Source: an optimization exercise on an open RTL-to-GDS flow (aim: small area, a short achievable clock period and few clock cycles). Production flows keep margins and buffers that such runs may drop.
The RTL was checked by simulation tests, not by an equivalence proof against the original design.
Power and IR drop assume default switching activity.

Setup of run A:
// ulz_decomp
module ulz_decomp (
    input  wire        clk,
    input  wire        rst,         
    input  wire        start,       
    input  wire [15:0] in_len,      
    input  wire [15:0] out_cap,     
    output wire        ready,
    output reg         done,        
    output wire        ok,          
    output wire [15:0] result,      
    output wire        in_re,
    output wire [15:0] in_addr,
    input  wire [7:0]  in_rdata,
    output wire        out_we,
    output wire [15:0] out_waddr,
    output wire [7:0]  out_wdata,
    output wire        out_re,
    output wire [15:0] out_raddr,
    input  wire [7:0]  out_rdata
);
clock: 10.0 ns
lec_check: 0
cap_margin: 20
core_margin: 2
core_utilization: 60
cts_cluster_diameter: 100
cts_cluster_size: 22
place_density: 0.75
setup_slack_margin: 5
slew_margin: 20
standard.sh (not shown) runs the stock make flow with config.mk's settings and CLKGATE_MAP_FILE= SYNTH_SCRIPT=/design/flow/synth_recipe.tcl, a recipe that flattens the netlist after the stock synthesis.
==> flow/flow/run.sh <==
#!/bin/bash
set -euo pipefail
sed -e 's/SETUP_SLACK_MARGIN=[0-9.]*/SETUP_SLACK_MARGIN=6.8/' standard.sh > standard_margin.sh
bash standard_margin.sh > standard_margin.log 2>&1
Testbench counts of run A, summed over its fixed seeds: cycles 261,657.
The following lists how run B was set up differently from run A:
Settings: CORE_UTILIZATION now 75, was 60; CTS_CLUSTER_SIZE no longer set, was 22; CTS_CLUSTER_DIAMETER no longer set, was 100; PLACE_DENSITY no longer set, was 0.75.
==> comparison <==
- Run B reached the final stage; the timing, DRC and antenna checks on its layout passed.
- From run A to run B, number of hold buffers added after CTS did not move at all.
- Well tap count | run B below run A
- When run B is set beside run A, its combinational group share of total power turns out to be 2.0 points smaller.
- In run B relative to run A, total area of multi-input combinational cells had gone up slightly.
- [diff] wire length reported by the detailed router, run B relative to run A: regression
Modified inputs, run C compared to run B
Settings: setting CTS_CLUSTER_SIZE to 22 for the first time; setting CTS_CLUSTER_DIAMETER to 100 for the first time; changing CORE_UTILIZATION from 75 to 60.
==> flow/flow/run.sh <==
#!/bin/bash
set -euo pipefail
sed -e 's/SETUP_SLACK_MARGIN=[0-9.]*/SETUP_SLACK_MARGIN=7.1/' standard.sh > standard_margin.sh
bash standard_margin.sh > standard_margin.log 2>&1
Findings:
Summary of run C over run B: number of signal-net buffers in the layout rose by 63; signed area change from the synthesized netlist to the final layout went up; first-iteration detailed-routing DRC count shows a reduction of 1016; least setup slack across all paths after layout now larger; global-route usage over all layers dropped 12 points. When run C is measured against run B, its die boundary height turns out 11% higher.
Setup changes, run C to run D
Settings: clearing CTS_CLUSTER_SIZE, which used to be 22; clearing CTS_CLUSTER_DIAMETER, which used to be 100.
==> flow/flow/run.sh <==
#!/bin/bash
set -euo pipefail
sed -e 's/SETUP_SLACK_MARGIN=[0-9.]*/SETUP_SLACK_MARGIN=6.8/' standard.sh > standard_margin.sh
bash standard_margin.sh > standard_margin.log 2>&1
Notes after the runs:
- Static power due to leakage (run D over run C): decrease, about 2.4%
- | total power | run D vs run C | about 16% higher |
- Core util | run D vs run C | run D lower
- Area growth from synthesis to final layout sits lower in run D than in run C.
- Register clock-pin slew on the reported worst setup and hold paths, run C and run D: higher on run C
- Run D ended up with a lower combinational group power than run C did.
- Taking run C as the reference, in run D post-route cell area down 320 sq um, sequential portion of the cell area up 0.32 points, buffer share of cell area down 3.1 points.
The following lists how run E was set up differently from run D:
Settings: changing CORE_UTILIZATION from 60 to 65; setting CTS_CLUSTER_SIZE to 22 for the first time; setting PLACE_DENSITY to 0.7 for the first time; setting CTS_CLUSTER_DIAMETER to 100 for the first time.
-- flow/flow/run.sh --
<<< run D, line 3
>>> run E, line 3
export BUFFER_PORTS_ARGS="-buffer_cell sky130_fd_sc_hd__buf_1"
==> results.txt <==
Fmax across run E and run D: no real change. Run E reached the final stage; the timing, DRC and antenna checks on its layout passed. Run D finished all stages; the layout is clean. Per the comparison of run E with run D, register-to-register slack went down 0.04 ns, count of hold buffers inserted by post-cts repair was more or less identical, non-clock buffer count down 14%, relative contribution of combinational cells to total power higher. Run comparison: run D library cell contributing the largest single delay on the critical path sky130_fd_sc_hd__edfxtp_1; run E library cell contributing the largest single delay on the critical path sky130_fd_sc_hd__dfxtp_2. On initial cell density of the core: run E sits above run D. Sort run E and run D by sequential cell fraction of total power asc -> top: run D. Worst path arrival time ends up higher on run E. Summary: with run D as the reference, largest net degree at the start of global routing in run E moved up by more than 10%.
Here is what was changed in the inputs of run F compared with run E.
-- flow/flow/run.sh --
<<< run E, line 3
export BUFFER_PORTS_ARGS="-buffer_cell sky130_fd_sc_hd__buf_1"
>>> run F, line 3
==> comparison <==
- For run F, the kind of critical path was flip-flop to output port, unlike run E, where it was flip-flop to flip-flop.
- Run F ended up with a lower total number of cells along the worst setup path than run E did.
- On count of clock-buffer cells in the layout: between run E and run F, it ends up lower for run E.
- In the tables for run E and run F, minimum clock period after layout reads higher with run E.
- Weighted congestion reported at the end of routability-driven placement, run E and run F: smaller value in run E
- Run F completed; timing, DRC and antenna clean
- [compare] base=run E new=run F: maximum clock rate increased by about 0.44% relative to the old numbers; global-route usage over all layers shows an increase of 0.60 points; routed length per instance up about 3%; flip-flop and latch share of the layout cell area now sits lower; switching portion of total power stayed essentially flat.

-- what the ideal ports hide --
In the flow no input, the clock included, has a driving cell. The finished layouts below were timed again as built, in two steps. Step 1 (the two cells are an assumption about what drives the block):
set clk [get_ports {clk}]
set_driving_cell -lib_cell sky130_fd_sc_hd__clkbuf_16 $clk
set_driving_cell -lib_cell sky130_fd_sc_hd__buf_2 [delete_from_list [all_inputs] $clk]
Step 2 times the ports against the registers' clock, not the clock port: input delays grow and output delays shrink by t, the midpoint of the rising clock arrivals with the driver on. Three values: no drivers, after step 1, after step 2; two values: the first two.
| run | t (ns) | setup slack, ns | worst setup path at the end | worst data-port slew with drivers (ns) | cell pins on the clock port's net |
|---|---|---|---|---|---|
| run A | 0.537 | 6.820 / 6.769 / 6.481 | input to register | 0.07 | 1 |
| run B | 0.591 | 6.219 / 6.219 / 6.197 | input to register | 0.05 | 1 |
| run C | 0.533 | 6.920 / 6.870 / 6.600 | input to register | 0.04 | 1 |
| run D | 0.591 | 6.821 / 6.771 / 6.287 | input to register | 0.05 | 1 |
| run E | 0.538 | 6.819 / 6.785 / 6.459 | input to register | 0.06 | 1 |
| run F | 0.538 | 6.833 / 6.782 / 6.511 | input to register | 0.05 | 1 |
After both steps every run listed still meets setup and hold. The setup slack of run D, which loses most, moves by -0.050 ns with the drivers and by -0.534 ns with both steps.
